Context: an optimization exercise on an open-source flow, tuned for a short achievable clock period and few clock cycles. The choices shown serve that exercise and are no tape-out recipe.
Function was checked by simulation only, so behaviour that the tests miss may differ from the original.
Power figures rest on the tool's default switching activity, not on a simulated workload.

==> build 9 <==
## fb_engine
module fb_engine (
    input  wire        clk,
    input  wire        rst,
    input  wire        cmd_valid,
    output wire        cmd_ready,
    input  wire [3:0]  cmd_op,
    input  wire        cmd_fb,
    input  wire [15:0] cmd_x1,
    input  wire [15:0] cmd_y1,
    input  wire [15:0] cmd_x2,
    input  wire [15:0] cmd_y2,
    input  wire [15:0] cmd_x3,
    input  wire [15:0] cmd_y3,
    input  wire [7:0]  cmd_color,
    input  wire [31:0] cmd_pal,
    input  wire        img_valid,
    output wire        img_ready,
    input  wire [7:0]  img_data,
    output wire        mem_rd_en,
    output wire [16:0] mem_rd_addr,
    input  wire [7:0]  mem_rd_data,
    output wire        mem_wr_en,
    output wire [16:0] mem_wr_addr,
    output wire [7:0]  mem_wr_data,
    output wire        busy,
    output reg         active_valid,
    output reg         active_fb,
    output reg         cursor_en
);
clock: 15.0 ns
lec_check: 0
abc_clock_period_in_ps: 4000
cap_margin: 20
core_margin: 2
core_utilization: 40
slew_margin: 20
standard.sh (not shown) runs the stock make flow with config.mk's settings and CLKGATE_MAP_FILE= SYNTH_SCRIPT=/design/flow/synth_recipe.tcl, a recipe that flattens the netlist after the stock synthesis.
==> flow/flow/run.sh <==
#!/bin/bash
# Standard ORFS layout with two additions: the reset pin is placed next to
# mem_wr_en, and timing repair aims for more setup slack than the default.
set -euo pipefail
here=$(pwd)
bash standard.sh IO_CONSTRAINTS="$here/flow/io.tcl" SETUP_SLACK_MARGIN=8.7 finish > "$here/orfs_make.log" 2>&1
==> flow/flow/io.tcl <==
# keep the reset input next to the write-enable output: the write enable is
# gated by reset, so this is the one path from an input straight to an output
set_io_pin_constraint -group -order -pin_names {rst mem_wr_en}
==> trial 20 (differences from build 9) <==
--- a/flow/design.v
+++ b/flow/design.v
@@ -67,24 +67,33 @@
     function signed [19:0] sx20;
         input [15:0] v;
         begin
             sx20 = $signed({4'b0000, v});
         end
     endfunction
+    function signed [16:0] sx17;
+        input [15:0] v;
+        begin
+            sx17 = $signed({1'b0, v});
+        end
+    endfunction
     function signed [19:0] max3;
         input signed [19:0] a, b, c;
         reg ab, ac, bc;
         begin
             ab = a >= b;
             ac = a >= c;
             bc = b >= c;
             max3 = (ab && ac) ? a : (!ab && bc) ? b : c;
         end
     endfunction
     reg [15:0] e_x1, e_y1, e_x2, e_y2, e_x3, e_y3;
     reg [15:0] g_x1, g_y1, g_x2, g_y2;
+    reg [19:0] m_p0, m_p1, m_p2, m_p3;           
+    reg [31:0] m_prod;
+    reg [31:0] m_bytes;
     reg signed [19:0] s_nx, s_ny, s_l1, s_l2, s_t1, s_t2, s_r1, s_r2a, s_b1, s_b2a;
     reg [15:0] s_a1, s_c1, s_a2, s_c2;           
     reg        s_crevx, s_crevy;                 
     reg        s_leq;                            
     reg signed [19:0] s_r2, s_b2;
     reg        s_rempty;
@@ -111,12 +120,18 @@
         e_x3 <= fl_scroll ? 16'd0 : f_x3;
         e_y3 <= fl_scroll ? 16'd0 : f_y3;
         g_x1 <= fl_scroll ? 16'd0   : kx1;
         g_y1 <= fl_scroll ? 16'd0   : ky1;
         g_x2 <= fl_scroll ? 16'd480 : kx2;
         g_y2 <= fl_scroll ? 16'd136 : ky2;
+        m_p0 <= f_x2 * f_y2[3:0];
+        m_p1 <= f_x2 * f_y2[7:4];
+        m_p2 <= f_x2 * f_y2[11:8];
+        m_p3 <= f_x2 * f_y2[15:12];
+        m_prod  <= {12'd0, m_p0} + {8'd0, m_p1, 4'd0} + {4'd0, m_p2, 8'd0} + {m_p3, 12'd0};
+        m_bytes <= {2'b00, m_prod[31:2]} + {31'd0, (m_prod[1:0] != 2'b00)};
         s_nx  <= sx20(e_x2) - sx20(e_x1);
         s_ny  <= sx20(e_y2) - sx20(e_y1);
         s_l1  <= sx20(g_x1) - sx20(e_x1);
         s_l2  <= sx20(g_x1) - sx20(e_x3);
         s_t1  <= sx20(g_y1) - sx20(e_y1);
         s_t2  <= sx20(g_y1) - sx20(e_y3);
@@ -201,26 +216,24 @@
     reg [1:0]  ff_wp, ff_rp;
     reg [2:0]  ff_cnt;
     wire [7:0] ff_head = (ff_rp == 2'd0) ? ff0 :
                          (ff_rp == 2'd1) ? ff1 :
                          (ff_rp == 2'd2) ? ff2 : ff3;
     reg        w1_act;
-    reg [15:0] w1_cx, w1_cy, w1_wm1;
-    reg [1:0]  w1_q;
-    wire w1_last  = (w1_cx == 16'd0) && (w1_cy == 16'd0);
-    wire w1_start = f_valid && fl_img && !f_w1go && !w1_act &&
+    reg [31:0] w1_cnt;           
+    wire w1_start = f_valid && fl_img && !f_w1go && !w1_act && (f_st >= 3'd3) &&
                     (f_x2 != 16'd0) && (f_y2 != 16'd0);
-    wire w1_adv   = w1_act && ((w1_q != 2'd0) || take);
     reg        wk_valid;
     reg        wk_last;          
     reg        wk_rd;            
     reg [1:0]  wk_kind;
     reg        wk_fb;
     reg [15:0] wk_aw, wk_ar, wk_cx, wk_cy, wk_wm1, wk_jump;
     reg        wk_cxz, wk_wm1z, wk_neg;
     reg [15:0] wk_x, wk_y, wk_x0;
+    reg signed [16:0] wk_xr1, wk_xr2, wk_yr1, wk_yr2, wk_xr1_0, wk_xr2_0;
     reg [15:0] wk_kx1, wk_ky1, wk_kx2, wk_ky2;
     reg [7:0]  wk_color;
     reg [31:0] wk_pal;
     reg [7:0]  wk_byte;
     reg [1:0]  wk_q;
     reg [15:0] wk_lx2, wk_ly2;
@@ -228,15 +241,29 @@
     reg        wk_lsx, wk_lsy;
     reg [15:0] wk_dax, wk_day, wk_daxy;
     wire wk_img  = (wk_kind == K_IMG);
     wire wk_line = (wk_kind == K_LINE);
     wire wk_copy = (wk_kind == K_COPY);
     wire ff_empty = (ff_cnt == 3'd0);
-    wire emit     = wk_valid && !(wk_img && (wk_q == 2'd0) && ff_empty);
-    wire pop      = emit && wk_img && (wk_q == 2'd0);
-    wire wk_free  = !wk_valid || (emit && wk_last);
+    wire adv      = wk_valid && !(wk_img && (wk_q == 2'd0) && ff_empty);
+    wire pop      = adv && wk_img && (wk_q == 2'd0);
+    wire i_vrow  = !wk_yr1[16] && wk_yr2[16];
+    wire i_left  = wk_xr1[16];
+    wire i_right = !wk_xr2[16];
+    wire i_out   = !i_vrow || i_left || i_right;
+    wire [15:0] i_ld = {14'd0, 2'd0 - wk_xr1[1:0]};
+    wire [2:0] i_a  = 3'd4 - {1'b0, wk_q};
+    wire       i_cxs = (wk_cx[15:2] == 14'd0);
+    wire [2:0] i_r  = i_cxs ? {1'b0, wk_cx[1:0]} + 3'd1 : 3'd4;
+    wire [2:0] i_l  = (i_vrow && i_left && (wk_xr1[15:2] == 14'h3fff) && (wk_xr1[1:0] != 2'b00)) ? {1'b0, i_ld[1:0]} : 3'd4;
+    wire [2:0] i_ar = (i_r < i_a) ? i_r : i_a;
+    wire [2:0] i_ks = (i_l < i_ar) ? i_l : i_ar;
+    wire [2:0] i_k  = i_out ? i_ks : 3'd1;
+    wire       i_rowend = i_cxs && ({1'b0, wk_cx[1:0]} + 3'd1 == i_k);
+    wire emit     = adv && !(wk_img && i_out);
+    wire wk_free  = !wk_valid || (adv && !wk_img && wk_last);
     wire signed [19:0] e2 = {wk_err[18:0], 1'b0};
     wire l_stx = (e2 >= wk_dy);
     wire l_sty = (e2 <= wk_dx);
     wire [15:0] l_xs = wk_lsx ? wk_x - 16'd1 : wk_x + 16'd1;
     wire [15:0] l_ys = wk_lsy ? wk_y - 16'd1 : wk_y + 16'd1;
     wire signed [19:0] l_err_x  = wk_err + wk_dy;
@@ -335,12 +362,14 @@
                 end
             end
         end
     end
     wire [2:0] ff_cnt_nx = ff_cnt + {2'b00, take} - {2'b00, pop};
     wire       space_nt  = (ff_cnt != 3'd4) || pop;      
+    wire       space_tk  = (ff_cnt[2:1] == 2'b00) || (ff_cnt == 3'd2) || (ff_cnt == 3'd3 && pop);
+    wire       w1_cnt1   = (w1_cnt == 32'd1);
     always @(posedge clk) begin
         if (rst) begin
             w1_act      <= 1'b0;
             img_ready_r <= 1'b0;
             ff_wp       <= 2'd0;
             ff_rp       <= 2'd0;
@@ -356,34 +385,25 @@
                     default: ff3 <= img_data;
                 endcase
             end
             if (pop) ff_rp <= ff_rp + 2'd1;
             if (w1_start) begin
                 w1_act <= 1'b1;
-                w1_cx  <= f_x2 - 16'd1;
-                w1_cy  <= f_y2 - 16'd1;
-                w1_wm1 <= f_x2 - 16'd1;
-                w1_q   <= 2'd0;
-            end else if (w1_adv) begin
-                w1_q <= w1_q + 2'd1;
-                if (w1_cx == 16'd0) begin
-                    w1_cx <= w1_wm1;
-                    if (w1_cy == 16'd0) w1_act <= 1'b0;
-                    else w1_cy <= w1_cy - 16'd1;
-                end else begin
-                    w1_cx <= w1_cx - 16'd1;
-                end
+                w1_cnt <= m_bytes;
+            end else if (take) begin
+                w1_cnt <= w1_cnt - 32'd1;
+                if (w1_cnt1) w1_act <= 1'b0;
             end
             if (w1_start)
                 img_ready_r <= space_nt;
-            else if (!w1_act || take)
+            else if (!w1_act)
                 img_ready_r <= 1'b0;
-            else if (w1_q == 2'd0)
-                img_ready_r <= space_nt;
+            else if (take)
+                img_ready_r <= !w1_cnt1 && space_tk;
             else
-                img_ready_r <= (w1_q == 2'd3) && !w1_last && space_nt;
+                img_ready_r <= space_nt;
         end
     end
     always @(posedge clk) begin
         if (rst) begin
             wk_valid <= 1'b0;
             wk_rd    <= 1'b0;
@@ -402,12 +422,18 @@
             wk_wm1z  <= d_wm1z;
             wk_jump  <= d_jump;
             wk_neg   <= d_neg;
             wk_x     <= f_x1;
             wk_y     <= f_y1;
             wk_x0    <= f_x1;
+            wk_xr1   <= sx17(f_x1) - sx17(kx1);
+            wk_xr2   <= sx17(f_x1) - sx17(kx2);
+            wk_yr1   <= sx17(f_y1) - sx17(ky1);
+            wk_yr2   <= sx17(f_y1) - sx17(ky2);
+            wk_xr1_0 <= sx17(f_x1) - sx17(kx1);
+            wk_xr2_0 <= sx17(f_x1) - sx17(kx2);
             wk_kx1   <= kx1;
             wk_ky1   <= ky1;
             wk_kx2   <= kx2;
             wk_ky2   <= ky2;
             wk_color <= f_color;
             wk_pal   <= f_pal;
@@ -421,12 +447,30 @@
             wk_lsx   <= s_lsx;
             wk_lsy   <= s_lsy;
             wk_dax   <= s_lsx ? 16'hffff : 16'd1;
             wk_day   <= s_lsy ? -16'd480 : 16'd480;
             wk_daxy  <= s_lsx ? (s_lsy ? -16'd481 : 16'd479)
                               : (s_lsy ? -16'd479 : 16'd481);
+        end else if (adv && wk_img) begin
+            if (pop) wk_byte <= ff_head;
+            wk_q <= wk_q + i_k[1:0];
+            if (i_rowend) begin
+                if (wk_cy == 16'd0) wk_valid <= 1'b0;
+                wk_cx <= wk_wm1;
+                wk_cy <= wk_cy - 16'd1;
+                wk_xr1 <= wk_xr1_0;
+                wk_xr2 <= wk_xr2_0;
+                wk_yr1 <= wk_yr1 + 17'sd1;
+                wk_yr2 <= wk_yr2 + 17'sd1;
+                wk_aw <= wk_aw + wk_jump + {13'd0, i_k - 3'd1};
+            end else begin
+                wk_cx <= wk_cx - {13'd0, i_k};
+                wk_xr1 <= wk_xr1 + $signed({14'd0, i_k});
+                wk_xr2 <= wk_xr2 + $signed({14'd0, i_k});
+                wk_aw <= wk_aw + {13'd0, i_k};
+            end
         end else if (emit) begin
             if (wk_last) begin
                 wk_valid <= 1'b0;
                 wk_rd    <= 1'b0;
             end
             if (pop) wk_byte <= ff_head;
@@ -483,13 +527,13 @@
             p_valid <= 1'b0;
             w_en    <= 1'b0;
         end else begin
             p_valid <= emit;
             w_en    <= p_valid && p_we;
         end
-        p_we   <= (wk_line || wk_img) ? in_clip : 1'b1;
+        p_we   <= wk_line ? in_clip : 1'b1;
         p_copy <= wk_copy;
         p_addr <= {wk_fb, wk_aw};
         p_data <= wk_img ? img_col : wk_color;
         w_addr <= p_addr;
         w_data <= p_copy ? mem_rd_data : p_data;
     end
==> flow/flow/run.sh (replaced) <==
#!/bin/bash
# Standard ORFS layout with two additions: the reset pin is placed next to
# mem_wr_en, and timing repair aims for more setup slack than the default.
set -euo pipefail
here=$(pwd)
bash standard.sh IO_CONSTRAINTS="$here/flow/io.tcl" SETUP_SLACK_MARGIN=9.2 finish > "$here/orfs_make.log" 2>&1
==> comparison table <==
Total of flip-flops plus latches after synthesis: trial 20 1,862; build 9 1,635
1st-iter DRT viols: trial 20 8,352; build 9 6,521
Sequential share of power: trial 20 37.8%; build 9 40.2%
FF+latch area: trial 20 44,700 um2; build 9 39,300 um2
Die span in x: trial 20 526 um; build 9 470 um
Overall via count from detail_route: trial 20 86.6k; build 9 66.2k
Worst Clk Skew: trial 20 0.0723 ns; build 9 0.0626 ns
FMAX: trial 20 0.158 GHz; build 9 0.159 GHz
Number of instances in the synthesized netlist: trial 20 11.5k; build 9 8,849
Post-route minimum period: trial 20 6.32 ns; build 9 6.30 ns
Worst hold slack: trial 20 0.313 ns; build 9 0.325 ns
Final-layout non-clock buffer area share: trial 20 3.17%; build 9 2.69%
Overall global routing resource usage: trial 20 26.6%; build 9 25.2%
Internal power consumption: trial 20 0.0114 W; build 9 0.00964 W
Sequential cell count: trial 20 1,862; build 9 1,635
Number of gates resized after CTS: trial 20 40; build 9 11
Status: trial 20 no timing/DRC/antenna violations; build 9 no timing/DRC/antenna violations
Non-clock inverter count in the final layout: trial 20 1,081; build 9 770
Chip height: trial 20 526 um; build 9 470 um
Testbench counts of build 9, summed over its fixed seeds: cycles 1,097,552.
Testbench counts of trial 20, summed over its fixed seeds: cycles 1,089,067.

==> re-timing with driven ports <==
No port has a modelled driver above. Below, the same layouts with a new extraction and two added sets of constraints. Step 1: set_driving_cell puts a clkbuf_16 on clk and a buf_2 on each other input, an assumption about the parent block. Step 2, shift: input delay + t, output delay - t, t = (earliest + latest rising clock arrival at the registers) / 2. This alone moves slack from input paths to output paths. Three values: ideal, step 1, step 2; two values: the first two.
run | t (ns) | setup slack, ns | worst setup path at the end
build 9 | 0.942 | 8.700 / 8.638 / 8.489 | input to register
trial 20 | 1.000 | 8.685 / 8.630 / 8.630 | input to output
After both steps every run listed still meets setup and hold. For build 9, which loses most, drivers alone change the setup slack by -0.062 ns; drivers and shift together by -0.211 ns.
